From an optimization exercise on the open Yosys and OpenROAD flow, aimed at small area, a short achievable clock period and few clock cycles; shortcuts taken in it are not production practice. The RTL was checked by simulation tests, not by an equivalence proof against the original design. Power figures rest on the tool's default switching activity, not on a simulated workload.

`design.v`:
```
module dcpc (
    input  wire        clk,
    input  wire        rst,      
    input  wire        req,
    input  wire        we,
    input  wire        wide,     
    input  wire [15:0] addr,
    input  wire [31:0] wdata,
    output wire        ack,
    output wire        err,
    output wire [31:0] rdata
);
    localparam R_OK          = 5'h00;
    localparam R_TRUNC_ETH   = 5'h01;
    localparam R_TRUNC_VLAN  = 5'h02;
    localparam R_TRUNC_PN    = 5'h03;
    localparam R_TRUNC_DCP   = 5'h04;
    localparam R_ADDR_MM     = 5'h05;
    localparam R_PROTO_MM    = 5'h06;
    localparam R_FID_MM      = 5'h07;
    localparam R_DLEN        = 5'h08;
    localparam R_NO_VIEW     = 5'h10;
    localparam R_ILLEGAL     = 5'h11;
    localparam W_RESTART = 2'd0;
    localparam W_WALK    = 2'd1;
    localparam W_PARK    = 2'd2;
    localparam W_READY   = 2'd3;
    localparam J_NAME = 3'd0;
    localparam J_VEND = 3'd1;
    localparam J_ID   = 3'd2;
    localparam J_IP0  = 3'd3;
    localparam J_IP1  = 3'd4;
    localparam J_NONE = 3'd5;
    reg  [7:0]  rx [0:127];
    reg  [7:0]  nm [0:60];           
    reg  [7:0]  vd [0:60];           
    reg  [4:0]  st_res;
    reg         st_valid;
    reg         st_vlan;
    reg         st_ovr;
    reg         view_set;            
    reg         ctrl_en;
    reg  [15:0] exp_fid;
    reg  [47:0] src_mac;
    reg  [47:0] dst_mac;
    reg  [47:0] exp_mac;
    reg  [7:0]  rx_len;
    reg         tx_lenv;             
    reg         tx_flash;            
    reg  [47:0] tx_dst;              
    reg  [47:0] tx_src;              
    reg  [15:0] view_svc;
    reg  [31:0] view_xid;
    reg  [15:0] view_dly;
    reg  [6:0]  view_dlen;           
    reg  [15:0] view_fid;
    reg  [47:0] rx_src;
    reg  [15:0] d_vid;
    reg  [15:0] d_did;
    reg  [7:0]  d_role;
    reg  [31:0] d_ip;
    reg  [31:0] d_mask;
    reg  [31:0] d_gw;
    reg  [15:0] d_ipst;
    reg  [5:0]  d_nlen;
    reg  [5:0]  d_vlen;
    reg  [5:0]  ptr;                 
    reg  [6:0]  rem;                 
    reg  [1:0]  ws;                  
    reg  [5:0]  w_nlen, w_vlen;      
    reg  [5:0]  n_hp, v_hp, id_hp, ip_hp;
    reg         id_p, ip_p;
    reg  [7:0]  w_role;
    reg         w_ovr;
    reg  [2:0]  job;                 
    reg  [2:0]  cnt;
    reg         cpl;                 
    reg         busy_cp;             
    reg         busy_rd;             
    reg         busy_rd2;            
    reg  [9:0]  pa;                  
    reg  [31:0] rd_q;
    reg         rd_fresh;
    reg         rd_wait;             
    reg         cmd_wait;            
    reg  [1:0]  last_cmd;            
    integer i;
    wire in_regs   = (addr[15:7] == 9'd0);
    wire in_name   = (addr[15:6] == 10'h004) && (addr[5:0] != 6'h3F);
    wire in_vendor = (addr[15:6] == 10'h005) && (addr[5:0] != 6'h3F);
    wire in_rx     = (addr[15:7] == 9'h080);
    wire in_tx     = (addr[15:6] == 10'h200) && (addr[5:0] < 6'd34);
    wire acc_ok  = in_regs ? (wide && addr[1:0] == 2'b00)
                           : ((in_name || in_vendor || in_rx || in_tx) && !wide);
    wire bus_err = !acc_ok;
    wire idle    = !busy_cp && !busy_rd && !busy_rd2 && !rd_wait && !cmd_wait;
    wire take    = req && idle && acc_ok;
    wire reg_wr  = take && we && in_regs;
    wire [4:0] ra = addr[6:2];
    wire cmd_wr  = reg_wr && (ra == 5'd0);
    wire c_enc   = (wdata == 32'd1) || (wdata == 32'd2);
    wire c_val   = (wdata == 32'd3);
    wire c_par   = (wdata == 32'd4);
    wire c_nop   = (wdata == 32'd0);
    wire rx_wr   = take && we && in_rx;
    wire rx_rd   = take && !we && in_rx;
    wire par_req = cmd_wr && c_par && st_valid;
    wire ready   = (ws == W_READY);
    wire par_go  = par_req && ready;
    wire [9:0] a_key = {addr[15], addr[14], addr[8], addr[6:0]};
    wire rd_hit  = rd_fresh && (a_key == pa);
    wire rd_miss = req && idle && !we && !rd_hit;   
    wire rd_adv  = rd_wait || (req && idle && !we && rd_hit);
    wire cp_last = cpl;
    wire ack_busy  = rd_wait || cmd_wait || busy_rd2 || (busy_cp && cpl);
    wire ps_block  = st_valid && !(ready && cpl);
    wire par_stall = ps_block && wide && (addr == 16'd0) && wdata[2];
    assign ack = req && (ack_busy || (idle && (we ? !par_stall : rd_hit)));
    assign err = req && (idle || rd_wait) && bus_err;
    wire [3:0] row0 = ptr[5:2] + {3'd0, ptr[1:0] != 2'd0};
    wire [3:0] row1 = ptr[5:2] + {3'd0, ptr[1]};
    wire [3:0] row2 = ptr[5:2] + {3'd0, ptr[1:0] == 2'd3};
    wire [3:0] row3 = ptr[5:2];
    wire [15:0] bk0 = {rx[{row0, 3'd0}], rx[{row0, 3'd1}]};
    wire [15:0] bk1 = {rx[{row1, 3'd2}], rx[{row1, 3'd3}]};
    wire [15:0] bk2 = {rx[{row2, 3'd4}], rx[{row2, 3'd5}]};
    wire [15:0] bk3 = {rx[{row3, 3'd6}], rx[{row3, 3'd7}]};
    reg  [63:0] win;
    always @* begin
        case (ptr[1:0])
            2'd0: win = {bk0, bk1, bk2, bk3};
            2'd1: win = {bk1, bk2, bk3, bk0};
            2'd2: win = {bk2, bk3, bk0, bk1};
            default: win = {bk3, bk0, bk1, bk2};
        endcase
    end
    wire [7:0] w0 = win[63:56];
    wire [7:0] w1 = win[55:48];
    wire [7:0] w2 = win[47:40];
    wire [7:0] w3 = win[39:32];
    wire [7:0] w4 = win[31:24];
    wire [7:0] w5 = win[23:16];
    wire [7:0] w6 = win[15:8];
    wire [7:0] w7 = win[7:0];
    wire [4:0] pa_ri = pa[6:2] + 5'd1;
    wire [5:0] pa_wi = pa[5:0] + 6'd1;
    reg [9:0] pa_seq;
    always @* begin
        if (pa == 10'h004)
            pa_seq = (last_cmd == 2'd2) ? 10'h030 : (last_cmd == 2'd3) ? 10'h050
                   : (last_cmd == 2'd1) ? 10'h02C : 10'h008;
        else if (pa == 10'h070)
            pa_seq = 10'h080;
        else if (pa == 10'h02C)
            pa_seq = 10'h200;
        else if (pa[9:6] == 4'b0010 && pa[5:0] == {2'b0, d_nlen})
            pa_seq = 10'h0C0;
        else if (pa[9] || pa[8] || pa[7])
            pa_seq = {pa[9:6], pa_wi};
        else
            pa_seq = {pa[9:7], pa_ri, pa[1:0]};
    end
    wire st_chg;
    wire [9:0] sa = rd_miss ? a_key : rd_adv ? pa_seq : st_chg ? 10'h004 : pa;
    reg [7:0] txb;
    always @* begin
        case (sa[5:0])
            6'd0:  txb = tx_flash ? tx_dst[47:40] : 8'h01;
            6'd1:  txb = tx_flash ? tx_dst[39:32] : 8'h0E;
            6'd2:  txb = tx_flash ? tx_dst[31:24] : 8'hCF;
            6'd3:  txb = tx_flash ? tx_dst[23:16] : 8'h00;
            6'd4:  txb = tx_flash ? tx_dst[15:8]  : 8'h00;
            6'd5:  txb = tx_flash ? tx_dst[7:0]   : 8'h00;
            6'd6:  txb = tx_src[47:40];
            6'd7:  txb = tx_src[39:32];
            6'd8:  txb = tx_src[31:24];
            6'd9:  txb = tx_src[23:16];
            6'd10: txb = tx_src[15:8];
            6'd11: txb = tx_src[7:0];
            6'd12: txb = 8'h88;
            6'd13: txb = 8'h92;
            6'd14: txb = 8'hFE;
            6'd15: txb = tx_flash ? 8'hFD : 8'hFE;
            6'd16: txb = tx_flash ? 8'h04 : 8'h05;
            6'd21: txb = tx_flash ? 8'h02 : 8'h01;
            6'd23: txb = tx_flash ? 8'h00 : 8'h80;
            6'd25: txb = tx_flash ? 8'h08 : 8'h04;
            6'd26: txb = tx_flash ? 8'h05 : 8'hFF;
            6'd27: txb = tx_flash ? 8'h03 : 8'hFF;
            6'd29: txb = tx_flash ? 8'h04 : 8'h00;
            6'd32: txb = 8'h01;
            default: txb = 8'h00;
        endcase
    end
    wire [7:0] nm_rd = (sa[5:0] < d_nlen) ? nm[sa[5:0]] : 8'h00;
    wire [7:0] vd_rd = (sa[5:0] < d_vlen) ? vd[sa[5:0]] : 8'h00;
    reg [31:0] reg_rd;
    always @* begin
        case (sa[6:2])
            5'h01: reg_rd = {21'd0, st_ovr, st_vlan, st_valid, 3'd0, st_res};
            5'h02: reg_rd = {31'd0, ctrl_en};
            5'h03: reg_rd = {16'd0, exp_fid};
            5'h04: reg_rd = {16'd0, src_mac[47:32]};
            5'h05: reg_rd = src_mac[31:0];
            5'h06: reg_rd = {16'd0, dst_mac[47:32]};
            5'h07: reg_rd = dst_mac[31:0];
            5'h08: reg_rd = {16'd0, exp_mac[47:32]};
            5'h09: reg_rd = exp_mac[31:0];
            5'h0A: reg_rd = {24'd0, rx_len};
            5'h0B: reg_rd = !tx_lenv ? 32'd0 : tx_flash ? 32'd34 : 32'd30;
            5'h0C: reg_rd = {16'd0, view_svc};
            5'h0D: reg_rd = view_xid;
            5'h0E: reg_rd = {16'd0, view_dly};
            5'h0F: reg_rd = {25'd0, view_dlen};
            5'h10: reg_rd = {27'd0, view_set, view_set, st_vlan, view_set, 1'b0};
            5'h11: reg_rd = {16'd0, view_fid};
            5'h12: reg_rd = {16'd0, rx_src[47:32]};
            5'h13: reg_rd = rx_src[31:0];
            5'h14: reg_rd = {16'd0, d_vid};
            5'h15: reg_rd = {16'd0, d_did};
            5'h16: reg_rd = {24'd0, d_role};
            5'h17: reg_rd = d_ip;
            5'h18: reg_rd = d_mask;
            5'h19: reg_rd = d_gw;
            5'h1A: reg_rd = {16'd0, d_ipst};
            5'h1B: reg_rd = {26'd0, d_nlen};
            5'h1C: reg_rd = {26'd0, d_vlen};
            5'h1D: reg_rd = 32'h0022_0080;
            5'h1E: reg_rd = 32'h0000_0001;
            5'h1F: reg_rd = 32'h0000_0002;
            default: reg_rd = 32'd0;
        endcase
    end
    reg [31:0] rd_n;
    always @* begin
        rd_n = 32'd0;
        if (sa[9])
            rd_n[7:0] = txb;
        else if (sa[7])
            rd_n[7:0] = sa[6] ? vd_rd : nm_rd;
        else
            rd_n = reg_rd;
        if (busy_rd)                         
            rd_n = {24'd0, addr[0] ? w1 : w0};
        if (st_chg)                          
            rd_n = {21'd0, st_ovr_n, st_vlan_n, st_valid_n, 3'd0, st_res_n};
    end
    assign rdata = rd_q;
    wire [47:0] v_dst    = {rx[0], rx[1], rx[2], rx[3], rx[4], rx[5]};
    wire [47:0] v_src    = {rx[6], rx[7], rx[8], rx[9], rx[10], rx[11]};
    wire [15:0] v_et     = {rx[12], rx[13]};
    wire [15:0] v_et_in  = {rx[16], rx[17]};
    wire        v_tag    = (v_et == 16'h8100);
    wire [15:0] v_fid    = v_tag ? {rx[18], rx[19]} : {rx[14], rx[15]};
    wire [7:0]  v_sid    = v_tag ? rx[20] : rx[16];
    wire [7:0]  v_styp   = v_tag ? rx[21] : rx[17];
    wire [31:0] v_xid    = v_tag ? {rx[22], rx[23], rx[24], rx[25]}
                                 : {rx[18], rx[19], rx[20], rx[21]};
    wire [15:0] v_dly    = v_tag ? {rx[26], rx[27]} : {rx[22], rx[23]};
    wire [15:0] v_dlen   = v_tag ? {rx[28], rx[29]} : {rx[24], rx[25]};
    wire [7:0]  v_poff   = v_tag ? 8'd30 : 8'd26;
    wire [7:0]  v_avail  = rx_len - v_poff;
    reg  [4:0]  v_result;
    always @* begin
        if (rx_len < 8'd14)
            v_result = R_TRUNC_ETH;
        else if (ctrl_en && v_dst != exp_mac && v_dst != 48'hFFFF_FFFF_FFFF
                 && v_dst != 48'h010E_CF00_0000)
            v_result = R_ADDR_MM;
        else if (v_tag && rx_len < 8'd18)
            v_result = R_TRUNC_VLAN;
        else if ((v_tag ? v_et_in : v_et) != 16'h8892)
            v_result = R_PROTO_MM;
        else if (rx_len < (v_tag ? 8'd20 : 8'd16))
            v_result = R_TRUNC_PN;
        else if (exp_fid != 16'd0 && v_fid != exp_fid)
            v_result = R_FID_MM;
        else if (rx_len < v_poff)
            v_result = R_TRUNC_DCP;
        else if (v_dlen > {8'd0, v_avail})
            v_result = R_DLEN;
        else
            v_result = R_OK;
    end
    wire v_ok = (v_result == R_OK);
    wire [15:0] k_key  = {w0, w1};
    wire [15:0] k_len  = {w2, w3};
    wire        rem_gt4 = (rem > 7'd4);
    wire [5:0]  kh     = k_len[6:1];
    wire        kc     = k_len[0];
    wire [6:0]  rem_m4 = rem - 7'd4;
    wire [5:0]  q_ovr  = rem_m4[6:1];                   
    wire [6:0]  rem_m7 = rem - 7'd7;
    wire [5:0]  q_fin  = rem_m7[6:1];                   
    wire [5:0]  q_fin1 = q_fin - 6'd1;
    wire        rem_le8 = (rem <= 7'd8);
    wire        ovr_lo = kc ? (kh >= q_ovr) : (kh > q_ovr);
    wire        k_ovr  = (k_len[15:7] != 9'd0) || ovr_lo;
    wire        k_fin  = rem_le8 || (kc ? (kh >= q_fin1) : (kh >= q_fin));
    wire [6:0]  rem_n  = rem_m4 - {kh, 1'b0} - {5'd0, kc, 1'b0};
    wire [5:0]  ptr_p2 = ptr + 6'd2;
    wire [5:0]  ptr_n  = ptr_p2 + kh + {5'd0, kc};
    wire        k_text = (k_len >= 16'd2) && (k_len <= 16'd63);
    wire [2:0] lastc_n = w_nlen[5:3] - {2'd0, w_nlen[2:0] == 3'd0};    
    wire [2:0] lastc_v = w_vlen[5:3] - {2'd0, w_vlen[2:0] == 3'd0};
    wire [2:0] a_ip_j  = ip_p ? J_IP0 : J_NONE;
    wire [2:0] a_id_j  = id_p ? J_ID : a_ip_j;
    wire [5:0] a_id_p  = id_p ? id_hp : ip_hp;
    wire [2:0] a_vd_j  = (w_vlen != 6'd0) ? J_VEND : a_id_j;
    wire [5:0] a_vd_p  = (w_vlen != 6'd0) ? v_hp : a_id_p;
    wire [2:0] a_nm_j  = (w_nlen != 6'd0) ? J_NAME : a_vd_j;
    wire [5:0] a_nm_p  = (w_nlen != 6'd0) ? n_hp : a_vd_p;
    reg [2:0] nj;
    reg [5:0] nptr;
    reg [2:0] ncnt;
    always @* begin
        ncnt = 3'd0;
        nptr = ptr + 6'd4;
        case (job)
            J_NAME: if (cnt != lastc_n) begin
                        nj = J_NAME; ncnt = cnt + 3'd1;
                    end else begin
                        nj = a_vd_j; nptr = a_vd_p;
                    end
            J_VEND: if (cnt != lastc_v) begin
                        nj = J_VEND; ncnt = cnt + 3'd1;
                    end else begin
                        nj = a_id_j; nptr = a_id_p;
                    end
            J_ID:   begin nj = a_ip_j; nptr = ip_hp; end
            J_IP0:  nj = J_IP1;
            default: nj = J_NONE;
        endcase
    end
    function f_last(input [2:0] j, input [2:0] c);
        case (j)
            J_NAME:  f_last = (c == lastc_n) && (w_vlen == 6'd0) && !id_p && !ip_p;
            J_VEND:  f_last = (c == lastc_v) && !id_p && !ip_p;
            J_ID:    f_last = !ip_p;
            J_IP0:   f_last = 1'b0;
            default: f_last = 1'b1;
        endcase
    endfunction
    wire cp_act = par_go || busy_cp;
    reg [4:0] st_res_n;
    reg       st_valid_n, st_vlan_n, st_ovr_n;
    always @* begin
        st_res_n   = st_res;
        st_valid_n = st_valid;
        st_vlan_n  = st_vlan;
        st_ovr_n   = st_ovr;
        if (par_go) begin
            st_ovr_n = w_ovr;
            st_res_n = R_OK;
        end
        if ((reg_wr && ra == 5'h0A) || rx_wr)
            st_valid_n = 1'b0;
        if (cmd_wr) begin
            if (c_enc) begin
                st_res_n = R_OK;
            end else if (c_val) begin
                st_res_n   = v_result;
                st_vlan_n  = v_ok && v_tag;
                st_valid_n = v_ok;
            end else if (c_par) begin
                if (!st_valid)
                    st_res_n = R_NO_VIEW;
            end else if (!c_nop) begin
                st_res_n = R_ILLEGAL;
            end
        end
    end
    assign st_chg = (take && we) || busy_cp;    
    always @(posedge clk) begin
        if (rst) begin
            st_res   <= R_OK;
            st_valid <= 1'b0;
            st_vlan  <= 1'b0;
            st_ovr   <= 1'b0;
        end else begin
            st_res   <= st_res_n;
            st_valid <= st_valid_n;
            st_vlan  <= st_vlan_n;
            st_ovr   <= st_ovr_n;
        end
    end
    always @(posedge clk) begin
        if (rx_wr)
            rx[addr[6:0]] <= wdata[7:0];
    end
    always @(posedge clk) begin
        for (i = 0; i < 61; i = i + 1) begin
            if (cp_act && job == J_NAME && cnt == i / 8)
                nm[i] <= win[63 - 8 * (i % 8) -: 8];
            if (cp_act && job == J_VEND && cnt == i / 8)
                vd[i] <= win[63 - 8 * (i % 8) -: 8];
        end
    end
    always @(posedge clk) begin
        if (!busy_rd && !busy_rd2) case (ws)
            W_RESTART: begin
                ptr    <= st_vlan ? 6'd15 : 6'd13;
                rem    <= view_dlen;
                w_nlen <= 6'd0;
                w_vlen <= 6'd0;
                id_p   <= 1'b0;
                ip_p   <= 1'b0;
                w_role <= 8'd0;
                w_ovr  <= 1'b0;
                ws     <= W_WALK;
            end
            W_WALK: begin
                if (!rem_gt4) begin
                    ws <= W_PARK;
                end else if (k_ovr) begin
                    w_ovr <= 1'b1;
                    ws    <= W_PARK;
                end else begin
                    if (k_key == 16'h0201 && k_text) begin
                        w_vlen <= k_len[5:0] - 6'd2;
                        v_hp   <= ptr + 6'd3;
                    end
                    if (k_key == 16'h0202 && k_text) begin
                        w_nlen <= k_len[5:0] - 6'd2;
                        n_hp   <= ptr + 6'd3;
                    end
                    if (k_key == 16'h0203 && k_len >= 16'd6) begin
                        id_p  <= 1'b1;
                        id_hp <= ptr + 6'd3;
                    end
                    if (k_key == 16'h0204 && k_len >= 16'd3)
                        w_role <= w6;
                    if (k_key == 16'h0102 && k_len >= 16'd14) begin
                        ip_p  <= 1'b1;
                        ip_hp <= ptr + 6'd2;
                    end
                    rem <= rem_n;
                    ptr <= ptr_n;
                    if (k_fin)
                        ws <= W_PARK;
                end
            end
            W_PARK: begin
                job <= a_nm_j;
                cnt <= 3'd0;
                cpl <= f_last(a_nm_j, 3'd0);
                ptr <= a_nm_p;
                ws  <= W_READY;
            end
            default: ;
        endcase
        if (par_go) begin
            d_vid  <= 16'd0;
            d_did  <= 16'd0;
            d_ip   <= 32'd0;
            d_mask <= 32'd0;
            d_gw   <= 32'd0;
            d_ipst <= 16'd0;
            d_nlen <= w_nlen;
            d_vlen <= w_vlen;
            d_role <= w_role;
        end
        if (cp_act) begin
            case (job)
                J_ID: begin
                    d_vid <= {w0, w1};
                    d_did <= {w2, w3};
                end
                J_IP0: begin
                    d_ipst        <= {w0, w1};
                    d_ip          <= {w2, w3, w4, w5};
                    d_mask[31:16] <= {w6, w7};
                end
                J_IP1: begin
                    d_mask[15:0] <= {w0, w1};
                    d_gw         <= {w2, w3, w4, w5};
                end
                default: ;
            endcase
            job <= nj;
            cnt <= ncnt;
            cpl <= f_last(nj, ncnt);
            ptr <= nptr;
            if (cp_last) begin
                busy_cp <= 1'b0;
                ws      <= W_PARK;
            end else begin
                busy_cp <= 1'b1;
            end
        end
        busy_rd  <= rx_rd;
        busy_rd2 <= busy_rd;
        pa       <= sa;
        rd_q     <= rd_n;
        rd_fresh <= !busy_rd && !(sa[8] && !sa[9]);
        rd_wait  <= rd_miss && !rx_rd;
        cmd_wait <= req && idle && we && par_stall && !c_par;
        if (cmd_wr && (c_enc || c_val || c_par))
            last_cmd <= c_enc ? 2'd1 : c_val ? 2'd2 : 2'd3;
        if (rx_rd) begin
            ptr <= addr[6:1];
            ws  <= W_RESTART;
        end
        if (reg_wr) begin
            case (ra)
                5'h02: ctrl_en <= wdata[0];
                5'h03: exp_fid <= wdata[15:0];
                5'h04: src_mac[47:32] <= wdata[15:0];
                5'h05: src_mac[31:0]  <= wdata;
                5'h06: dst_mac[47:32] <= wdata[15:0];
                5'h07: dst_mac[31:0]  <= wdata;
                5'h08: exp_mac[47:32] <= wdata[15:0];
                5'h09: exp_mac[31:0]  <= wdata;
                5'h0A: rx_len <= (wdata > 32'd128) ? 8'd128 : wdata[7:0];
                default: ;
            endcase
        end
        if (cmd_wr) begin
            if (c_enc) begin
                tx_flash <= (wdata == 32'd2);
                tx_src   <= src_mac;
                if (wdata == 32'd2)
                    tx_dst <= dst_mac;
                tx_lenv  <= 1'b1;
            end else if (c_val) begin
                view_svc  <= v_ok ? {v_styp, v_sid} : 16'd0;
                view_xid  <= v_ok ? v_xid : 32'd0;
                view_dly  <= v_ok ? v_dly : 16'd0;
                view_dlen <= v_ok ? v_dlen[6:0] : 7'd0;
                view_fid  <= v_ok ? v_fid : 16'd0;
                rx_src    <= v_ok ? v_src : 48'd0;
                view_set  <= v_ok;
                ws        <= W_RESTART;
            end
        end
        if (rst) begin
            view_set <= 1'b0;
            ctrl_en  <= 1'b0;
            exp_fid  <= 16'd0;
            src_mac  <= 48'd0;
            dst_mac  <= 48'd0;
            exp_mac  <= 48'd0;
            rx_len   <= 8'd0;
            tx_lenv  <= 1'b0;
            view_svc <= 16'd0;
            view_xid <= 32'd0;
            view_dly <= 16'd0;
            view_dlen <= 7'd0;
            view_fid <= 16'd0;
            rx_src   <= 48'd0;
            d_vid    <= 16'd0;
            d_did    <= 16'd0;
            d_role   <= 8'd0;
            d_ip     <= 32'd0;
            d_mask   <= 32'd0;
            d_gw     <= 32'd0;
            d_ipst   <= 16'd0;
            d_nlen   <= 6'd0;
            d_vlen   <= 6'd0;
            busy_cp  <= 1'b0;
            busy_rd  <= 1'b0;
            busy_rd2 <= 1'b0;
            rd_fresh <= 1'b0;
            rd_wait  <= 1'b0;
            cmd_wait <= 1'b0;
            last_cmd <= 2'd0;
            ws       <= W_RESTART;
        end
    end
endmodule
```
`flow/run.sh`:
```
#!/bin/bash
# The standard layout (the standard.sh, standard synthesis included), with
# the port buffers made as sky130_fd_sc_hd__buf_4 instead of the smallest
# buffer, so that the paths from the inputs to the outputs start and end on
# a faster buffer. Every port is still buffered.
set -euo pipefail
bash standard.sh 'BUFFER_PORTS_ARGS=-buffer_cell sky130_fd_sc_hd__buf_4' finish > run_make.log 2>&1
```
`standard.sh`:
```
#!/bin/bash
# synth_recipe.tcl (not shown) runs the flow's synth.tcl, then flattens the netlist and writes it again
# the make line also repeats each setting of config.mk as NAME=value (left out here)
make -C /OpenROAD-flow-scripts/flow DESIGN_CONFIG=/design/flow/config.mk WORK_HOME=/design/flow/orfs CLKGATE_MAP_FILE= SYNTH_SCRIPT=/design/flow/synth_recipe.tcl "${@:-finish}"
```
`config.mk`:
```
export PLATFORM = sky130hd
export DESIGN_NAME = dcpc
export DESIGN_NICKNAME = dcpc
export VERILOG_FILES = /design/flow/design.v
export SDC_FILE = /design/flow/constraint.sdc
export NUM_CORES = 4
export LEC_CHECK = 0
export CAP_MARGIN = 20
export CORE_MARGIN = 2
export CORE_UTILIZATION = 40
export CTS_BUF_LIST = sky130_fd_sc_hd__clkbuf_4 sky130_fd_sc_hd__clkbuf_8
export PLACE_DENSITY = 0.6
export SETUP_SLACK_MARGIN = 4.0
export SLEW_MARGIN = 20
```
`constraint.sdc`:
```
create_clock -name core_clock -period 10.0 [get_ports {clk}]
set_input_delay 2.0000 -clock core_clock [delete_from_list [all_inputs] [get_ports {clk}]]
set_output_delay 2.0000 -clock core_clock [all_outputs]
set_load 0.01 [all_outputs]
```
==> results of run 1 <==
## area by class of cell
class,count,share of cell area
Clock inverter,132,0.00812
Multi-Input combinational cell,4495,0.268
Clock buffer,647,0.0609
Inverter,83,0.00273
Tap cell,3686,0.0359
Antenna cell,24,0.000467
Timing Repair Buffer,494,0.0350
Sequential cell,2698,0.589
## power breakdown
| part | internal, mW | total, mW | switching [mW] | leakage [nW] |
|---|---|---|---|---|
| Combinational | 5.53 | 18.7 | 13.2 | 13.0 |
| Sequential | 14.4 | 14.6 | 0.256 | 23.6 |
| Clock | 5.29 | 9.84 | 4.55 | 4.72 |
| Total | 25.2 | 43.2 | 18.0 | 41.4 |
## kinds of logic after synthesis
| group | count (synthesis) | synth area share |
|---|---|---|
| DFF | 2698 | 0.685 |
| and+or+nand+nor | 2059 | 0.0839 |
| AOI/OAI and AO/OA | 1724 | 0.109 |
| buffers and inverters | 593 | 0.0213 |
| muxes | 461 | 0.0783 |
| xor gates and xnor gates | 145 | 0.0115 |
| adders and majority gates | 98 | 0.0111 |
## cell usage after synthesis, types with 19 or more instances
master	number	area, um^2
edfxtp_1	2164	65000
nand2_1	877	3290
a21oi_1	553	2770
dfxtp_1	534	10700
nor2_1	433	1630
clkbuf_1	392	1470
mux4_2	320	7210
a22oi_1	306	2300
nand3_1	265	1330
a22o_1	179	1570
o21ai_0	147	736
mux2i_1	121	1210
nand4_1	117	732
a222oi_1	113	1130
a221oi_1	109	955
nor3_1	101	505
xor2_1	93	815
ha_1	92	1150
nor4_1	88	551
inv_1	79	297
buf_1	56	210
a31oi_1	53	332
xnor2_1	52	455
buf_2	51	255
and3_1	40	250
a32oi_1	31	272
a2111oi_0	30	263
a211oi_1	26	195
o22ai_1	22	138
and2_1	20	125
mux2_2	20	225
nor2b_1	19	119
## metrics by stage
stage           util  instances  hold WS, ps  area [um^2]  worst slack [ps]
3_5_place_dp   0.428      11337          444       117000              1290
2_1_floorplan      -       7778          417       111000              4010
6_report       0.469      12259          459       128000              3810
4_1_cts        0.465      12188          456       127000              3940
3_3_place_gp   0.427      11330          436       117000              1300
5_1_grt        0.469      12242          474       128000              3790
## registers in the layout, indices dropped and copies added, names as in the netlist, 32 cells and up, named ones only
register,count
d_mask,32
dst_mac,48
src_mac,48
rx_src,48
rx,1024
d_gw,32
view_xid,32
tx_dst,48
vd,488
nm,488
tx_src,48
exp_mac,48
rd_q,32
d_ip,32
## layer usage
| layer | up-vias | wire [um] | GRT usage | share of wire |
|---|---|---|---|---|
| li1 | 31636 | - | - | - |
| met2 | 7199 | 209000 | 0.496 | 0.44 |
| met3 | 1812 | 63600 | 0.0917 | 0.13 |
| met5 | - | 184 | 0 | 0.00039 |
| met1 | 40517 | 161000 | 0.402 | 0.34 |
| met4 | 20 | 42000 | 0.231 | 0.088 |
## critical path: stages
cell and delay (ps):
buf_4 140, or3_1 410, nand4b_1 180, buf_4 170
buf_4 160, nor2_1 470, nand2_1 420, nor2_1 270
and4_1 220, buf_4 270, nor2_1 130, buf_4 260
nor2_1 220, and3_4 860, buf_4 520
## timing repair
action | 4_1_cts | 5_1_grt
pin swaps | 29 | 31
setup endpoints to repair | 835 | 389
hold endpoints to repair | 0 | 0
gates resized for setup | 114 | 92
cloned | 6 | 10
buffers inserted | 66 | 34
## how the worst min path moves through the flow
stage / to / slack (ps) / startpoint / depth (start not counted)
4_1_cts: d_role[2] / 460 / d_role[2] / 2
5_1_grt: d_vlen[2] / 470 / d_vlen[2] / 2
3_3_place_gp: view_fid[11] / 440 / view_fid[11] / 2
2_1_floorplan: view_fid[7] / 420 / view_fid[7] / 2
3_5_place_dp: view_fid[10] / 440 / view_fid[10] / 2
6_report: tx_dst[19] / 460 / dst_mac[19] / 0
==> flow_summary.json, run 1 <==
{
  "cts_sinks": 2698,
  "first_pass_iters": 13,
  "p_leak_nw": 41.4,
  "drt_iter0_markers": 15389,
  "rr_endpoint": "v_hp[2]",
  "ys_ff_latch": 2698,
  "grt.overflow.total": 0,
  "path_class": "input port to flip-flop",
  "synth_cells": 7778,
  "die_x_um": 529,
  "mostFrequentLayoutCells": "2,164 x edfxtp_1, 866 x nand2_1, 531 x dfxtp_1",
  "rsz0062_at_grt": "yes",
  "rows": 192,
  "gp_congestion": 1.05,
  "antenna_found_initial": 46,
  "cts_buffers": 428,
  "cp.required_ps": 10670,
  "htreeDepth": 5,
  "period_share": 0.619,
  "cts_tree": "built",
  "syn_area_per_cell_um2": 14.2,
  "powerDensity_mw_per_mm2": 336,
  "skew_ps": 74.5,
  "start_kind": "input port",
  "cts_root_buf": "clkbuf_8",
  "seq_area_frac_synth": 0.685,
  "final_nets": 8347,
  "grt.total_usage": 0.327,
  "maxSlewHeadroom": 0.119,
  "viasPerCell": 6.62,
  "tns_ps": 0,
  "finalHoldViolCount": 0,
  "grt_pass1_vias": 76063,
  "drc": 0,
  "synthArstFlopShare": 0,
  "ir_worst_vdd_uv": 509,
  "fmax_mhz": 162,
  "hold_path_class": "flip-flop to flip-flop",
  "wirelength_um": 476000,
  "reg2reg_setup_slack_ps": 3980,
  "arrival_ps": 6860,
  "power_mw": 43.2,
  "insertion_delay_ps": 1090,
  "worstPathMaxFanout": 44,
  "clock_path_buffers": 4,
  "wl_per_cell_um": 38.8,
  "synth_flop_cell": "edfxtp_1",
  "seq_area_mm2": 0.0757,
  "maxCapViolCount": 0,
  "synth-edff-count": 2164,
  "io_pins": 87,
  "grt_max_degree": 167,
  "core-area_mm2": 0.274,
  "reg2regPathDepth": 18,
  "cts.reportedPaths.clkPinSlew_ps": 70,
  "fillers": 23896,
  "fp.dieArea_mm2": 0.280,
  "place.detailed.hpwl_um": 310000,
  "numPortBuffers": 86,
  "crit_end": "nm[54][2]",
  "grt_pass1_wl_um": 634000,
  "vias": 81184,
  "ys_types": 93,
  "antenna_left": 0,
  "mostFrequentLayoutCell": "edfxtp_1",
  "area_growth_pct": 16.3,
  "multiInputGateArea_mm2": 0.0344,
  "endpoint_kind": "flip-flop",
  "die_h_um": 529,
  "setup_viol_count_final": 0,
  "status": "timing/DRC/antenna clean",
  "min_period_ps": 6190,
  "start_util": 0.403,
  "synth.cell_area_mm2": 0.110,
  "syn-num-nets": 7925,
  "synth_warnings": 3,
  "crit_start": "addr[15]",
  "final_max_slew_viol_count": 0,
  "cts_hold_buffers": 0,
  "r2r_start": "ptr[1]",
  "layout-drive-gt1-share": 0.219,
  "tightest_slew_ps": 1320
}
Testbench counts, summed over its fixed seeds: cycles 26,909.
==> inputs of run 2 (changes only) <==
--- a/design.v
+++ b/design.v
@@ -65,6 +65,7 @@
     reg  [5:0]  d_nlen;
     reg  [5:0]  d_vlen;
     reg  [5:0]  ptr;                 
+    reg  [3:0]  ptr_r1;              
     reg  [6:0]  rem;                 
     reg  [1:0]  ws;                  
     reg  [5:0]  w_nlen, w_vlen;      
@@ -81,6 +82,7 @@
     reg  [9:0]  pa;                  
     reg  [31:0] rd_q;
     reg         rd_fresh;
+    reg         rd_wait1;            
     reg         rd_wait;             
     reg         cmd_wait;            
     reg  [1:0]  last_cmd;            
@@ -93,7 +95,7 @@
     wire acc_ok  = in_regs ? (wide && addr[1:0] == 2'b00)
                            : ((in_name || in_vendor || in_rx || in_tx) && !wide);
     wire bus_err = !acc_ok;
-    wire idle    = !busy_cp && !busy_rd && !busy_rd2 && !rd_wait && !cmd_wait;
+    wire idle    = !busy_cp && !busy_rd && !busy_rd2 && !rd_wait1 && !rd_wait && !cmd_wait;
     wire take    = req && idle && acc_ok;
     wire reg_wr  = take && we && in_regs;
     wire [4:0] ra = addr[6:2];
@@ -110,16 +112,16 @@
     wire [9:0] a_key = {addr[15], addr[14], addr[8], addr[6:0]};
     wire rd_hit  = rd_fresh && (a_key == pa);
     wire rd_miss = req && idle && !we && !rd_hit;   
-    wire rd_adv  = rd_wait || (req && idle && !we && rd_hit);
+    wire rd_adv  = rd_wait || (req && idle && !we);
     wire cp_last = cpl;
     wire ack_busy  = rd_wait || cmd_wait || busy_rd2 || (busy_cp && cpl);
     wire ps_block  = st_valid && !(ready && cpl);
     wire par_stall = ps_block && wide && (addr == 16'd0) && wdata[2];
     assign ack = req && (ack_busy || (idle && (we ? !par_stall : rd_hit)));
     assign err = req && (idle || rd_wait) && bus_err;
-    wire [3:0] row0 = ptr[5:2] + {3'd0, ptr[1:0] != 2'd0};
-    wire [3:0] row1 = ptr[5:2] + {3'd0, ptr[1]};
-    wire [3:0] row2 = ptr[5:2] + {3'd0, ptr[1:0] == 2'd3};
+    wire [3:0] row0 = (ptr[1:0] != 2'd0) ? ptr_r1 : ptr[5:2];
+    wire [3:0] row1 = ptr[1] ? ptr_r1 : ptr[5:2];
+    wire [3:0] row2 = (ptr[1:0] == 2'd3) ? ptr_r1 : ptr[5:2];
     wire [3:0] row3 = ptr[5:2];
     wire [15:0] bk0 = {rx[{row0, 3'd0}], rx[{row0, 3'd1}]};
     wire [15:0] bk1 = {rx[{row1, 3'd2}], rx[{row1, 3'd3}]};
@@ -161,7 +163,9 @@
             pa_seq = {pa[9:7], pa_ri, pa[1:0]};
     end
     wire st_chg;
-    wire [9:0] sa = rd_miss ? a_key : rd_adv ? pa_seq : st_chg ? 10'h004 : pa;
+    wire [9:0] sa = rd_adv ? pa_seq : pa;
+    wire st_fwd = (req && idle && we) || busy_cp;    
+    wire [9:0] pa_n = rd_miss ? a_key : st_fwd ? 10'h004 : sa;
     reg [7:0] txb;
     always @* begin
         case (sa[5:0])
@@ -242,7 +246,7 @@
             rd_n = reg_rd;
         if (busy_rd)                         
             rd_n = {24'd0, addr[0] ? w1 : w0};
-        if (st_chg)                          
+        if (st_fwd)                          
             rd_n = {21'd0, st_ovr_n, st_vlan_n, st_valid_n, 3'd0, st_res_n};
     end
     assign rdata = rd_q;
@@ -300,6 +304,8 @@
     wire [6:0]  rem_n  = rem_m4 - {kh, 1'b0} - {5'd0, kc, 1'b0};
     wire [5:0]  ptr_p2 = ptr + 6'd2;
     wire [5:0]  ptr_n  = ptr_p2 + kh + {5'd0, kc};
+    wire [5:0]  ptr_p6 = ptr + 6'd6;
+    wire [5:0]  ptr_n4 = ptr_p6 + kh + {5'd0, kc};     
     wire        k_text = (k_len >= 16'd2) && (k_len <= 16'd63);
     wire [2:0] lastc_n = w_nlen[5:3] - {2'd0, w_nlen[2:0] == 3'd0};    
     wire [2:0] lastc_v = w_vlen[5:3] - {2'd0, w_vlen[2:0] == 3'd0};
@@ -400,6 +406,7 @@
         if (!busy_rd && !busy_rd2) case (ws)
             W_RESTART: begin
                 ptr    <= st_vlan ? 6'd15 : 6'd13;
+                ptr_r1 <= 4'd4;
                 rem    <= view_dlen;
                 w_nlen <= 6'd0;
                 w_vlen <= 6'd0;
@@ -436,6 +443,7 @@
                     end
                     rem <= rem_n;
                     ptr <= ptr_n;
+                    ptr_r1 <= ptr_n4[5:2];
                     if (k_fin)
                         ws <= W_PARK;
                 end
@@ -445,6 +453,7 @@
                 cnt <= 3'd0;
                 cpl <= f_last(a_nm_j, 3'd0);
                 ptr <= a_nm_p;
+                ptr_r1 <= a_nm_p[5:2] + 4'd1;
                 ws  <= W_READY;
             end
             default: ;
@@ -481,6 +490,7 @@
             cnt <= ncnt;
             cpl <= f_last(nj, ncnt);
             ptr <= nptr;
+            ptr_r1 <= nptr[5:2] + 4'd1;
             if (cp_last) begin
                 busy_cp <= 1'b0;
                 ws      <= W_PARK;
@@ -490,15 +500,17 @@
         end
         busy_rd  <= rx_rd;
         busy_rd2 <= busy_rd;
-        pa       <= sa;
+        pa       <= pa_n;
         rd_q     <= rd_n;
-        rd_fresh <= !busy_rd && !(sa[8] && !sa[9]);
-        rd_wait  <= rd_miss && !rx_rd;
+        rd_fresh <= !rd_miss && !busy_rd && !(pa_n[8] && !pa_n[9]);
+        rd_wait1 <= rd_miss && !rx_rd;
+        rd_wait  <= rd_wait1;
         cmd_wait <= req && idle && we && par_stall && !c_par;
         if (cmd_wr && (c_enc || c_val || c_par))
             last_cmd <= c_enc ? 2'd1 : c_val ? 2'd2 : 2'd3;
         if (rx_rd) begin
             ptr <= addr[6:1];
+            ptr_r1 <= addr[6:3] + 4'd1;
             ws  <= W_RESTART;
         end
         if (reg_wr) begin
@@ -562,6 +574,7 @@
             busy_rd2 <= 1'b0;
             rd_fresh <= 1'b0;
             rd_wait  <= 1'b0;
+            rd_wait1 <= 1'b0;
             cmd_wait <= 1'b0;
             last_cmd <= 2'd0;
             ws       <= W_RESTART;
==> run 2 against run 1 <==
  * Clock skew increased by 60 ps
  * Critical endpoint is now rd_q[4]
  * Critical path depth rose by 1
  * Sequential power about the same
  * Routed wire length is 4.6% higher
  * Synthesized cell count rose by 6.2%
  * Sequential share of layout area is 0.42 points lower
  * Final area up 0.91%
  * Combinational power hardly changed
  * Still clean
  * Setup slack improved by 34 ps
  * Largest power group unchanged
  * Non-clock buffer count is 54 lower
==> flow_summary.json, run 2 <==
{
  "reg2regPathDepth": 16,
  "grt_pass1_wl_um": 666000,
  "synth-adder-area-share": 0.0120,
  "largest_register_ffs": 1024,
  "die_x_um": 535,
  "synth_compound_area_frac": 0.121,
  "placed_cells": 11857,
  "layout-drive-gt1-share": 0.185,
  "endpoint_kind": "flip-flop",
  "skew_ps": 134,
  "synth_top_cell_by_area": "edfxtp_1",
  "cp_top_family": "compound AO/OA/AOI/OAI gates",
  "maxCapViolCount": 0,
  "grt.total_usage": 0.337,
  "grt_max_degree": 137,
  "fp.dieArea_mm2": 0.287,
  "yosys.area_share.xor_xnor": 0.0115,
  "final_nets": 8772,
  "ys_ff_latch": 2703,
  "syn-num-nets": 8417,
  "cts_sinks": 2703,
  "place.detailed.hpwl_um": 328000,
  "seq_area_frac_synth": 0.671,
  "grt.overflow.total": 0,
  "rr_endpoint": "rd_q[4]",
  "reg2reg_setup_slack_ps": 3860,
  "drc": 0,
  "start_util": 0.401,
  "rsz0062_at_grt": "yes",
  "setup_viol_count_final": 0,
  "synthMostInstantiatedCell": "edfxtp_1",
  "synth.cell_area_mm2": 0.113,
  "holdPathStages": 2,
  "io_pins": 87,
  "ir_worst_vdd_uv": 487,
  "cts_root_buf": "clkbuf_8",
  "mostFrequentLayoutCells": "2,168 x edfxtp_1, 987 x nand2_1, 533 x dfxtp_1",
  "final_max_slew_viol_count": 0,
  "hp-start": "view_fid[4]",
  "rows": 195,
  "synthArstFlopShare": 0,
  "fmax_mhz": 162,
  "fillers": 25048,
  "antenna_left": 0,
  "tightest_slew_ps": 1330,
  "synth_area_leaders": "edfxtp_1 58%, dfxtp_1 9.5%, mux4_2 3.7%, nand2_1 3.3%, mux2i_1 3.0%",
  "numPortBuffers": 86,
  "p_leak_nw": 42.3,
  "cts_buffers": 435,
  "synthSimpleGateAreaFrac": 0.0870,
  "cp_num_buf_inv": 4,
  "wirelength_um": 498000,
  "cts.reportedPaths.clkPinSlew_ps": 60,
  "gp_congestion": 0.997,
  "mostFrequentLayoutCell": "edfxtp_1",
  "maxSlewHeadroom": 0.111,
  "synth_top_family_by_area": "compound AO/OA/AOI/OAI gates",
  "area_growth_pct": 14.8,
  "first_pass_iters": 13,
  "min_period_ps": 6150,
  "core-area_mm2": 0.282,
  "antenna_found_initial": 42,
  "cts_tree": "built",
  "power_mw": 43.0,
  "grt_pass1_vias": 79391,
  "drt_iter0_markers": 16038,
  "synth-edff-count": 2168,
  "critical_path.most_common_cell": "buf_4",
  "synth.top_cell.area_share": 0.576,
  "ys_types": 118,
  "wl_per_cell_um": 39.0,
  "synth_flop_cell": "edfxtp_1",
  "powerDensity_mw_per_mm2": 331,
  "hold_path_class": "flip-flop to flip-flop",
  "cts_hold_buffers": 0,
  "syn_area_per_cell_um2": 13.7,
  "start_kind": "input port",
  "critical-path-max-stage-delay_ps": 620,
  "htreeDepth": 5,
  "period_share": 0.615,
  "synth_mux_area_frac": 0.0725,
  "cp.required_ps": 11060,
  "worstPathMaxFanout": 24,
  "r2r_start": "pa[3]",
  "insertion_delay_ps": 1190,
  "viasPerCell": 6.60,
  "clock_path_buffers": 4,
  "synth_common_cells": "2,168 x edfxtp_1, 997 x nand2_1, 535 x dfxtp_1, 507 x a21oi_1, 408 x a22oi_1",
  "status": "timing/DRC/antenna clean",
  "arrival_ps": 7220,
  "path_class": "input port to flip-flop",
  "synth_warnings": 3,
  "tns_ps": 0,
  "cp_slowest_cell": "nand2_2",
  "die_h_um": 535,
  "worstPathCellList": "buf_4 -> nor4b_4 -> a21oi_1 -> buf_4 -> a21oi_1 -> o21a_1 -> a21oi_4 -> buf_4 -> nand2_2 -> buf_4 -> nor2_1 -> a32oi_1 -> nand4_1 -> o41ai_1 -> o2111ai_1 -> o31a_1",
  "finalHoldViolCount": 0,
  "synth_cells": 8263,
  "worstHoldEndpoint": "view_fid[4]",
  "utilization": 0.460,
  "layout.cells.non_filler": 12749,
  "vias": 84164
}
## run 2: changes by cell type after synthesis, sizes merged, moves of 43 or more
| cell | previous run | this run |
|---|---|---|
| a22oi | 306 | 408 |
| clkbuf | 392 | 342 |
| mux4 | 320 | 193 |
| a222oi | 113 | 58 |
| mux2i | 121 | 344 |
| o21ai | 150 | 193 |
| nand2 | 879 | 998 |
| buf | 118 | 193 |
## run 2: layer usage
metal | routed length (um) | GRT usage
met5 | 134 | 0
met4 | 44900 | 0.248
met3 | 68000 | 0.102
met2 | 213000 | 0.497
met1 | 172000 | 0.418
## run 2: power by group
part           internal [mW]  switching [mW]  total (mW)
clock                   5.28            4.67        9.95
combinational           4.92            13.6        18.5
sequential              14.2           0.290        14.5
## run 2: cells by family (layout without fill, tap and decap cells)
group / after synthesis / count (layout)
flops: 2703 / 2703
fa+ha+maj: 108 / 108
compound gates: 1939 / 1939
xor+xnor: 146 / 146
other cells: 0 / 20
mux: 567 / 568
simple gates: 2156 / 2168
buf+inv: 644 / 1354
## run 2: tightest hold or removal path, cell delays in order (launching register included)
cell	delay, ps
dfxtp_1	320
nand2_1	50
o21ai_0	60
## run 2: worst max path at each step
| stage | startpoint | to | slack [ps] | cells past startpoint |
|---|---|---|---|---|
| after CTS | ptr[0] | v_hp[1] | 3920 | 18 |
| after global routing | addr[13] | ack | 3890 | 12 |
| after floorplan | addr[10] | tx_flash | 4030 | 6 |
| final | we | rd_q[4] | 3850 | 16 |
| after detailed placement | ptr[1] | w_role[7] | 2010 | 15 |
| after global placement | req | rd_q[6] | 1970 | 14 |
## run 2: area by class of cell
class                   instances  area [um^2]  area share
diodes                         20         50.0    0.000386
clock buffers                 614         7630      0.0589
clock inverters               191         1320      0.0102
inverters                     109          415     0.00320
multi-input cells            4929        36100       0.278
flip-flops and latches       2703        75800       0.585
well taps                    3743         4680      0.0361
repair buffers                440         3640      0.0281
## run 2: what timing repair did
action / 4_1_cts / 5_1_grt
buffers inserted: 38 / 13
gates cloned: 15 / 0
endpoints found under the hold margin: 0 / 0
endpoints found under the setup margin: 1330 / 246
pin swaps: 17 / 9
gates resized for setup: 68 / 53
## run 2: through the flow
step                worst slack [ps]  instance area [um^2]  hold WS (ps)
detailed placement              2010                119000           446
finish                          3850                130000           459
global placement                1970                119000           435
floorplan                       4030                113000           424
global route                    3890                130000           475
CTS                             3920                129000           451
Testbench counts of run 2, summed over its fixed seeds: cycles 27,097.
==> inputs of run 3 (changes only) <==
--- a/design.v
+++ b/design.v
@@ -77,6 +77,7 @@
     reg  [2:0]  cnt;
     reg         cpl;                 
     reg         busy_cp;             
+    reg         cp_first;            
     reg         busy_rd;             
     reg         busy_rd2;            
     reg  [9:0]  pa;                  
@@ -115,7 +116,7 @@
     wire rd_adv  = rd_wait || (req && idle && !we);
     wire cp_last = cpl;
     wire ack_busy  = rd_wait || cmd_wait || busy_rd2 || (busy_cp && cpl);
-    wire ps_block  = st_valid && !(ready && cpl);
+    wire ps_block  = st_valid;           
     wire par_stall = ps_block && wide && (addr == 16'd0) && wdata[2];
     assign ack = req && (ack_busy || (idle && (we ? !par_stall : rd_hit)));
     assign err = req && (idle || rd_wait) && bus_err;
@@ -347,7 +348,8 @@
             default: f_last = 1'b1;
         endcase
     endfunction
-    wire cp_act = par_go || busy_cp;
+    wire cp_act = busy_cp;               
+    wire cp_clr = busy_cp && cp_first;
     reg [4:0] st_res_n;
     reg       st_valid_n, st_vlan_n, st_ovr_n;
     always @* begin
@@ -355,7 +357,7 @@
         st_valid_n = st_valid;
         st_vlan_n  = st_vlan;
         st_ovr_n   = st_ovr;
-        if (par_go) begin
+        if (cp_clr) begin
             st_ovr_n = w_ovr;
             st_res_n = R_OK;
         end
@@ -458,7 +460,7 @@
             end
             default: ;
         endcase
-        if (par_go) begin
+        if (cp_clr) begin
             d_vid  <= 16'd0;
             d_did  <= 16'd0;
             d_ip   <= 32'd0;
@@ -491,13 +493,16 @@
             cpl <= f_last(nj, ncnt);
             ptr <= nptr;
             ptr_r1 <= nptr[5:2] + 4'd1;
+            cp_first <= 1'b0;
             if (cp_last) begin
                 busy_cp <= 1'b0;
                 ws      <= W_PARK;
-            end else begin
-                busy_cp <= 1'b1;
             end
         end
+        if (par_go) begin
+            busy_cp  <= 1'b1;
+            cp_first <= 1'b1;
+        end
         busy_rd  <= rx_rd;
         busy_rd2 <= busy_rd;
         pa       <= pa_n;
--- a/config.mk
+++ b/config.mk
@@ -10,5 +10,5 @@
 export CORE_UTILIZATION = 40
 export CTS_BUF_LIST = sky130_fd_sc_hd__clkbuf_4 sky130_fd_sc_hd__clkbuf_8
 export PLACE_DENSITY = 0.6
-export SETUP_SLACK_MARGIN = 4.0
+export SETUP_SLACK_MARGIN = 5.0
 export SLEW_MARGIN = 20
==> run 3 against run 2 <==
  * Sequential share of layout area is 4.2 points lower
  * Register-to-register slack better by 570 ps
  * Global-route usage is 4.1 points higher
  * Sequential cell count increased by 1
  * Critical path type is now input port to primary output
  * Critical endpoint is now ack
  * Still clean on timing, DRC and antenna
  * Utilization grew 3.1 points
  * First-iteration DRC count rose by 13%
  * Via count rose by 9.6%
  * Final cell count increased by 5.1%
==> flow_summary.json, run 3 <==
{
  "status": "timing/DRC/antenna clean",
  "endpoint_kind": "primary output",
  "cts.reportedPaths.clkPinSlew_ps": 60,
  "mostFrequentLayoutCells": "2,168 x edfxtp_1, 1,017 x nand2_1, 566 x buf_4",
  "rr_endpoint": "rd_q[5]",
  "start_kind": "input port",
  "utilization": 0.491,
  "grt.overflow.total": 0,
  "fp.dieArea_mm2": 0.290,
  "largest_register_ffs": 1024,
  "io_pins": 87,
  "cts_buffers": 438,
  "ir_worst_vdd_uv": 612,
  "synth_top_cell_by_area": "edfxtp_1",
  "synth.cell_area_mm2": 0.114,
  "layout-drive-gt1-share": 0.266,
  "worst_slack_ps": 4010,
  "cts_root_buf": "clkbuf_8",
  "skew_ps": 76.3,
  "wl_per_cell_um": 42.2,
  "tns_ps": 0,
  "hold_path_class": "flip-flop to flip-flop",
  "drc": 0,
  "die_h_um": 538,
  "start_util": 0.401,
  "grt_max_degree": 190,
  "r2r_start": "busy_rd",
  "worstPathMaxFanout": 15,
  "crit_end": "ack",
  "fillers": 24265,
  "reg2reg_setup_slack_ps": 4430,
  "antenna_found_initial": 66,
  "period_share": 0.599,
  "synth.top_cell.area_share": 0.570,
  "drt_iter0_markers": 18102,
  "path_class": "input port to primary output",
  "synth_area_leaders": "edfxtp_1 57%, dfxtp_1 9.4%, mux4_2 4.0%, nand2_1 3.4%, mux2i_1 3.2%",
  "clock_path_buffers": 4,
  "arrival_ps": 3990,
  "cts_tree": "built",
  "syn_area_per_cell_um2": 13.4,
  "maxSlewHeadroom": 0.0462,
  "htreeDepth": 5,
  "powerDensity_mw_per_mm2": 359,
  "cp.required_ps": 8000,
  "core-area_mm2": 0.284,
  "tightest_slew_ps": 1430,
  "maxCapViolCount": 0,
  "seq_area_frac_synth": 0.664,
  "mostFrequentLayoutCell": "edfxtp_1",
  "synthMostInstantiatedCell": "edfxtp_1",
  "rsz0062_at_grt": "yes",
  "rows": 196,
  "setup_viol_count_final": 0,
  "grt.total_usage": 0.378,
  "place.detailed.hpwl_um": 349000,
  "fmax_mhz": 167,
  "die_x_um": 538,
  "ys_ff_latch": 2704,
  "numPortBuffers": 86,
  "syn-num-nets": 8654,
  "first_pass_iters": 14,
  "grt_pass1_vias": 85293,
  "synth-edff-count": 2168,
  "p_leak_nw": 45.5,
  "synth_warnings": 3,
  "grt_pass1_wl_um": 749000,
  "min_period_ps": 5990,
  "cts_sinks": 2704,
  "insertion_delay_ps": 1100,
  "dp_slack_ps": 1890,
  "synthArstFlopShare": 0,
  "area_growth_pct": 22.4,
  "ys_types": 110,
  "synth_flop_cell": "edfxtp_1",
  "gp_congestion": 1.04,
  "wirelength_um": 565000,
  "reg2regPathDepth": 19,
  "final_max_slew_viol_count": 0,
  "vias": 92279,
  "antenna_left": 0,
  "synth_cells": 8500,
  "synth_common_cells": "2,168 x edfxtp_1, 1,046 x nand2_1, 579 x a21oi_1, 536 x dfxtp_1, 394 x nor2_1",
  "crit_start": "addr[6]",
  "final_nets": 9356,
  "finalHoldViolCount": 0,
  "viasPerCell": 6.89
}
run 3: cell families (layout without fill, tap and decap cells):
group,Yosys count,after routing,share of synthesized area
DFF,2704,2704,0.664
and+or+nand+nor,2311,2312,0.0929
AOI/OAI and AO/OA,1924,1926,0.117
buffers and inverters,679,1733,0.0247
muxes,616,619,0.0771
xor gates and xnor gates,158,158,0.0121
adders and majority gates,108,108,0.0119
other,0,75,0
run 3: worst min-delay path by stage:
stage                 start            to  slack [ps]  depth (start not counted)
3_3_place_gp   view_fid[10]  view_fid[10]         440                          2
5_1_grt         src_mac[34]    tx_src[34]         480                          0
6_report          d_vlen[0]     d_vlen[0]         470                          2
3_5_place_dp    src_mac[34]    tx_src[34]         440                          0
4_1_cts         src_mac[34]    tx_src[34]         460                          0
2_1_floorplan      view_set      view_set         420                          2
run 3: final cells by class:
cell class,instances,area [um^2],area share
Antenna cell,75,188,0.00134
Clock buffer,613,7540,0.0540
Clock inverter,185,1410,0.0101
Inverter,116,541,0.00387
Sequential cell,2704,75800,0.543
Multi-Input combinational cell,5123,40600,0.291
Tap cell,3762,4710,0.0337
Timing Repair inverter,2,17.5,0.000125
Timing Repair Buffer,817,8870,0.0635
run 3: what timing repair did:
action / CTS / global route
gates cloned: 45 / 2
setup buffers: 303 / 73
hold buffers: 0 / 0
pin swaps: 145 / 117
gates resized for setup: 844 / 221
endpoints found under the setup margin: 2248 / 1292
run 3: per-layer routing:
metal / wire length, um / up-vias / track usage / share of wire
li1: - / 34746 / - / -
met1: 186000 / 45594 / 0.444 / 0.33
met2: 235000 / 9266 / 0.537 / 0.42
met3: 84300 / 2639 / 0.151 / 0.15
met4: 59700 / 34 / 0.325 / 0.11
met5: 376 / - / 0.00427 / 0.00067
run 3: through the flow:
| stage | area (um^2) | power, mW | instances | hold WS (ps) |
|---|---|---|---|---|
| floorplan | 115000 | 23.1 | 8500 | 423 |
| global placement | 121000 | 32.7 | 12092 | 439 |
| detailed placement | 121000 | 33.0 | 12096 | 440 |
| CTS | 138000 | 47.5 | 13242 | 460 |
| global route | 140000 | 50.0 | 13333 | 481 |
| finish | 140000 | 50.2 | 13397 | 466 |
run 3: power breakdown:
group | leakage [nW] | switching (mW) | internal [mW] | total [mW]
Clock | 4.74 | 4.69 | 5.34 | 10.0
Sequential | 23.7 | 0.225 | 14.2 | 14.4
Combinational | 17.1 | 17.7 | 8.09 | 25.8
run 3: worst max-delay path, stage by stage:
cell      delay [ps]
buf_4            240
nor3_1           680
nand4b_1         360
o21a_1           290
o21ai_2          150
a21boi_4          90
buf_6            150
Testbench counts of run 3, summed over its fixed seeds: cycles 27,169.
==> inputs of run 4 (changes only) <==
--- a/config.mk
+++ b/config.mk
@@ -10,5 +10,5 @@
 export CORE_UTILIZATION = 40
 export CTS_BUF_LIST = sky130_fd_sc_hd__clkbuf_4 sky130_fd_sc_hd__clkbuf_8
 export PLACE_DENSITY = 0.6
-export SETUP_SLACK_MARGIN = 5.0
+export SETUP_SLACK_MARGIN = 4.0
 export SLEW_MARGIN = 20
==> run 4 against run 3 <==
  * Final area down 6.1%
  * Worst hold slack worse by 8.1 ps
  * Sequential cell count unchanged
  * Total power down 12%
  * Final cell count down 2.9%
  * Synthesized cell count unchanged
  * Critical path type is now input port to flip-flop
  * Critical endpoint is now rd_q[1]
  * Largest power group unchanged
==> flow_summary.json, run 4 <==
{
  "synth_flop_cell": "edfxtp_1",
  "ys_ff_latch": 2704,
  "layout-drive-gt1-share": 0.191,
  "antenna_found_initial": 51,
  "viasPerCell": 6.73,
  "grt.overflow.total": 0,
  "synth_area_leaders": "edfxtp_1 57%, dfxtp_1 9.4%, mux4_2 4.0%, nand2_1 3.4%, mux2i_1 3.2%",
  "final_max_slew_viol_count": 0,
  "synth_warnings": 3,
  "area_growth_pct": 15.0,
  "mostFrequentLayoutCells": "2,168 x edfxtp_1, 1,040 x nand2_1, 543 x a21oi_1",
  "min_period_ps": 6150,
  "ys_types": 110,
  "fp.dieArea_mm2": 0.290,
  "drt_iter0_markers": 16760,
  "reg2reg_setup_slack_ps": 4060,
  "final_cell_area_mm2": 0.131,
  "numPortBuffers": 86,
  "die_h_um": 538,
  "tns_ps": 0,
  "status": "timing/DRC/antenna clean",
  "final_nets": 9011,
  "core-area_mm2": 0.284,
  "arrival_ps": 7080,
  "die_x_um": 538,
  "ir_worst_vdd_uv": 476,
  "syn-num-nets": 8654,
  "seq_area_frac_synth": 0.664,
  "cp.required_ps": 10930,
  "cts_tree": "built",
  "vias": 87527,
  "period_share": 0.615,
  "path_class": "input port to flip-flop",
  "start_util": 0.401,
  "placed_cells": 12106,
  "grt_max_degree": 108,
  "largest_register_ffs": 1024,
  "synth_cells": 8500,
  "fmax_mhz": 162,
  "htreeDepth": 5,
  "synth_top_cell_by_area": "edfxtp_1",
  "r2r_start": "ptr[1]",
  "maxCapViolCount": 0,
  "cts_sinks": 2704,
  "cts.reportedPaths.clkPinSlew_ps": 60,
  "mostFrequentLayoutCell": "edfxtp_1",
  "insertion_delay_ps": 1110,
  "synth.top_cell.area_share": 0.570,
  "place_area_mm2": 0.121,
  "grt_pass1_vias": 81469,
  "endpoint_kind": "flip-flop",
  "wirelength_um": 530000,
  "dp_slack_ps": 2050,
  "worstPathMaxFanout": 21,
  "worst_slack_ps": 3850,
  "finalHoldViolCount": 0,
  "grt_pass1_wl_um": 707000,
  "antenna_left": 0,
  "synth_common_cells": "2,168 x edfxtp_1, 1,046 x nand2_1, 579 x a21oi_1, 536 x dfxtp_1, 394 x nor2_1",
  "io_pins": 87,
  "place.detailed.hpwl_um": 348000,
  "rows": 196,
  "wl_per_cell_um": 40.7,
  "hp-start": "dst_mac[6]",
  "first_pass_iters": 9,
  "rsz0062_at_grt": "yes",
  "synth-edff-count": 2168,
  "maxSlewHeadroom": 0.115,
  "syn_area_per_cell_um2": 13.4,
  "synthMostInstantiatedCell": "edfxtp_1",
  "gp_congestion": 1.03,
  "cts_hold_buffers": 0,
  "drc": 0,
  "cts_root_buf": "clkbuf_8",
  "skew_ps": 95.3,
  "grt.total_usage": 0.354,
  "rr_endpoint": "v_hp[1]",
  "cts_buffers": 436,
  "worstHoldEndpoint": "tx_dst[6]",
  "clock_path_buffers": 4,
  "tightest_slew_ps": 1320,
  "setup_viol_count_final": 0,
  "powerDensity_mw_per_mm2": 337,
  "reg2regPathDepth": 17,
  "synthArstFlopShare": 0,
  "start_kind": "input port",
  "p_leak_nw": 42.4,
  "hold_path_class": "flip-flop to flip-flop",
  "power_mw": 44.2,
  "synth.cell_area_mm2": 0.114,
  "holdPathStages": 0,
  "layout.cells.non_filler": 13004
}
## run 4: worst max-delay path, cell delays in order
cell and delay [ps]:
buf_4 140, or4b_4 580, o21ba_4 300, or4_4 590
o211ai_4 220, buf_6 430, nor3_2 170, buf_4 280
a22oi_1 600, o2111ai_1 450, o41ai_1 610, o211ai_1 160
nor3_1 350, a21oi_1 130
## run 4: cells by family (layout without fill, tap and decap cells)
family,after synthesis,count (layout),synth area share
AO/OA/AOI/OAI,1924,1924,0.117
flip-flops,2704,2704,0.664
multiplexers,616,619,0.0771
XOR/XNOR,158,158,0.0121
other,0,41,0
AND/OR/NAND/NOR,2311,2311,0.0929
adder cells (fa/ha/maj),108,108,0.0119
buffers and inverters,679,1377,0.0247
## run 4: final cells by class
cell class                      count  area [um^2]
Antenna cell                       41          103
Clock buffer                      620         7650
Clock inverter                    162         1160
Fill cell                       25224       153000
Inverter                          116          472
Multi-Input combinational cell   5120        37300
Sequential cell                  2704        75800
Tap cell                         3762         4710
Timing Repair Buffer              479         3980
## run 4: how the worst max path moves through the flow
stage | from | endpoint | slack (ps) | cells after the start
finish | we | rd_q[1] | 3850 | 14
global route | we | rd_q[6] | 3920 | 17
CTS | we | rd_q[3] | 4000 | 15
global placement | we | rd_q[8] | 1770 | 13
floorplan | we | rd_q[1] | 4000 | 21
detailed placement | we | rd_q[5] | 2050 | 15
## run 4: power breakdown
part	internal (mW)	total, mW	switching (mW)	leakage, nW
combinational	5.03	19.9	14.9	14.0
clock	5.28	9.87	4.59	4.67
sequential	14.2	14.4	0.204	23.7
total	24.5	44.2	19.7	42.4
## run 4: per-stage QoR
stage	util	hold WS, ps
floorplan	-	423
global placement	0.425	445
detailed placement	0.425	445
CTS	0.459	455
global route	0.461	479
finish	0.461	458
## run 4: routing by layer
metal | global-route usage | vias up | routed length (um)
met2 | 0.517 | 7895 | 225000
met3 | 0.112 | 2035 | 71700
met5 | 0 | - | 211
met4 | 0.279 | 28 | 50900
li1 | - | 33942 | -
met1 | 0.435 | 43627 | 182000
## run 4: timing repair
action | 4_1_cts | 5_1_grt
gates resized for setup | 95 | 54
buffers inserted | 34 | 30
endpoints found under the setup margin | 268 | 207
gates cloned | 5 | 0
pin swaps | 9 | 9
==> inputs of run 5 (changes only) <==
--- a/design.v
+++ b/design.v
@@ -164,9 +164,10 @@
             pa_seq = {pa[9:7], pa_ri, pa[1:0]};
     end
     wire st_chg;
-    wire [9:0] sa = rd_adv ? pa_seq : pa;
+    wire [9:0] sa = rd_wait1 ? pa : pa_seq;
     wire st_fwd = (req && idle && we) || busy_cp;    
-    wire [9:0] pa_n = rd_miss ? a_key : st_fwd ? 10'h004 : sa;
+    wire rd_keep = !rd_adv && !rd_wait1;             
+    wire [9:0] pa_n = rd_miss ? a_key : st_fwd ? 10'h004 : rd_adv ? pa_seq : pa;
     reg [7:0] txb;
     always @* begin
         case (sa[5:0])
@@ -245,6 +246,8 @@
             rd_n[7:0] = sa[6] ? vd_rd : nm_rd;
         else
             rd_n = reg_rd;
+        if (rd_keep)
+            rd_n = rd_q;
         if (busy_rd)                         
             rd_n = {24'd0, addr[0] ? w1 : w0};
         if (st_fwd)                          
@@ -507,7 +510,8 @@
         busy_rd2 <= busy_rd;
         pa       <= pa_n;
         rd_q     <= rd_n;
-        rd_fresh <= !rd_miss && !busy_rd && !(pa_n[8] && !pa_n[9]);
+        rd_fresh <= !rd_miss && !busy_rd && !(pa_n[8] && !pa_n[9])
+                    && (rd_fresh || !rd_keep || st_fwd);
         rd_wait1 <= rd_miss && !rx_rd;
         rd_wait  <= rd_wait1;
         cmd_wait <= req && idle && we && par_stall && !c_par;
==> run 5 against run 4 <==
  * Synthesized cell count is 0.80% lower
  * Synthesized area shrank 0.56%
  * First-iteration DRC count shrank 9.2%
  * Critical path depth decreased by 1
  * Critical path type is now flip-flop to flip-flop
  * Largest cell class unchanged
  * Largest power group unchanged
==> flow_summary.json, run 5 <==
{
  "status": "timing/DRC/antenna clean",
  "holdPathStages": 2,
  "cp.required_ps": 10880,
  "grt.total_usage": 0.343,
  "antenna_found_initial": 29,
  "synthArstFlopShare": 0,
  "p_int_mw": 24.3,
  "place_area_mm2": 0.120,
  "fmax_mhz": 163,
  "hp-start": "view_svc[11]",
  "synth-edff-count": 2184,
  "synth_area_leaders": "edfxtp_1 58%, dfxtp_1 9.2%, mux4_2 3.6%, mux2i_1 3.5%, nand2_1 3.4%",
  "reg2reg_setup_slack_ps": 3850,
  "grt_pass1_vias": 80059,
  "area_growth_pct": 14.7,
  "syn-num-nets": 8586,
  "power.switching_mw": 17.7,
  "maxSlewHeadroom": 0.123,
  "final_nets": 8934,
  "grt_max_degree": 131,
  "synth_top_cell_by_area": "edfxtp_1",
  "endpoint_kind": "flip-flop",
  "viasPerCell": 6.62,
  "skew_ps": 72.0,
  "wirelength_um": 509000,
  "seq_area_frac_synth": 0.669,
  "rr_endpoint": "rd_q[3]",
  "sw_frac_of_total": 0.421,
  "ir_worst_vdd_uv": 602,
  "setup_viol_count_final": 0,
  "synth_warnings": 3,
  "final_cell_area_mm2": 0.130,
  "rsz0062_at_grt": "yes",
  "die_h_um": 537,
  "htreeDepth": 5,
  "pwr-share-comb": 0.419,
  "min_period_ps": 6150,
  "drc": 0,
  "synthMostInstantiatedCell": "edfxtp_1",
  "final_max_slew_viol_count": 0,
  "arrival_ps": 7030,
  "first_pass_iters": 9,
  "ys_types": 103,
  "grt.overflow.total": 0,
  "antenna_left": 0,
  "cts.reportedPaths.clkPinSlew_ps": 60,
  "wl_per_cell_um": 39.4,
  "cts_tree": "built",
  "drt_iter0_markers": 15226
}
run 5: logic make-up after synthesis:
logic type | Yosys count | share of synthesized area
AO/OA/AOI/OAI | 1887 | 0.116
adder cells (fa/ha/maj) | 105 | 0.0117
flip-flops | 2704 | 0.669
XOR/XNOR | 147 | 0.0113
AND/OR/NAND/NOR | 2335 | 0.0931
buffers and inverters | 644 | 0.0236
multiplexers | 610 | 0.0746
run 5: repair_timing:
item,CTS,global route
cloned,1,6
resized for setup,82,52
setup buffers,27,18
setup endpoints to repair,222,207
pin swaps,5,6
run 5: critical path: stages, from the launching register on:
cell	delay [ps]
edfxtp_1	440
nor4_1	490
nand3_2	580
nor2_4	580
buf_4	350
mux2i_1	820
xor2_1	190
nand4_1	110
o31a_1	400
a21oi_1	240
nand2_1	130
o31ai_1	790
o22ai_1	470
a31oi_1	350
run 5: metal layers:
metal | share of wire | global-route usage | vias up
li1 | - | - | 33686
met2 | 0.43 | 0.501 | 7359
met4 | 0.098 | 0.276 | 16
met3 | 0.13 | 0.0917 | 1772
met5 | 0.00022 | 0 | -
met1 | 0.35 | 0.428 | 42639
run 5: stage by stage:
step                      setup slack, ps  total power, mW   util  hold slack, ps  cells
after floorplan                      4030             22.4      -             420   8432
after global placement               2540             30.3  0.425             437  12027
after detailed placement             2430             30.5  0.425             443  12027
after CTS                            3990             40.6  0.459             456  12863
after global routing                 3880             42.4  0.461             475  12896
final                                3850             42.0  0.461             455  12911
run 5: how the worst max path moves through the flow:
stage / slack [ps] / end / startpoint / cells after the start
final: 3850 / rd_q[3] / rx[12][5] / 13
after global routing: 3880 / rd_q[7] / pa[3] / 17
after CTS: 3990 / v_hp[3] / ptr[1] / 18
after detailed placement: 2430 / w_role[1] / ptr[1] / 20
after global placement: 2540 / w_role[7] / ptr[1] / 20
after floorplan: 4030 / w_role[0] / ptr[1] / 24
run 5: area by class of cell:
type,count,area [um^2],area share
tap,3743,4680,0.0360
clock inverter,192,1350,0.0103
inverter,107,415,0.00319
clock buffer,616,7550,0.0580
sequential,2704,76000,0.584
multi-input combinational,5085,36400,0.280
timing repair buffer,444,3750,0.0288
antenna,20,50.0,0.000384
run 5: power by group through the flow:
stage                     clock [mW]  sequential (mW)  combinational, mW
after floorplan                    0             14.5               7.85
after global placement             0             14.7               15.6
after detailed placement           0             14.7               15.8
after CTS                       9.92             14.5               16.2
after global routing            10.4             14.5               17.5
final                           9.93             14.5               17.6
Testbench counts of run 5, summed over its fixed seeds: cycles 27,169.

Re-timed with assumed drivers on the ports (clkbuf_16 on the clock, buf_2 on other inputs), run 5 has 3.853 ns of setup slack against 3.853 ns with ideal ports, and 3.523 ns once port delays also move by the mid clock arrival of 1.167 ns.
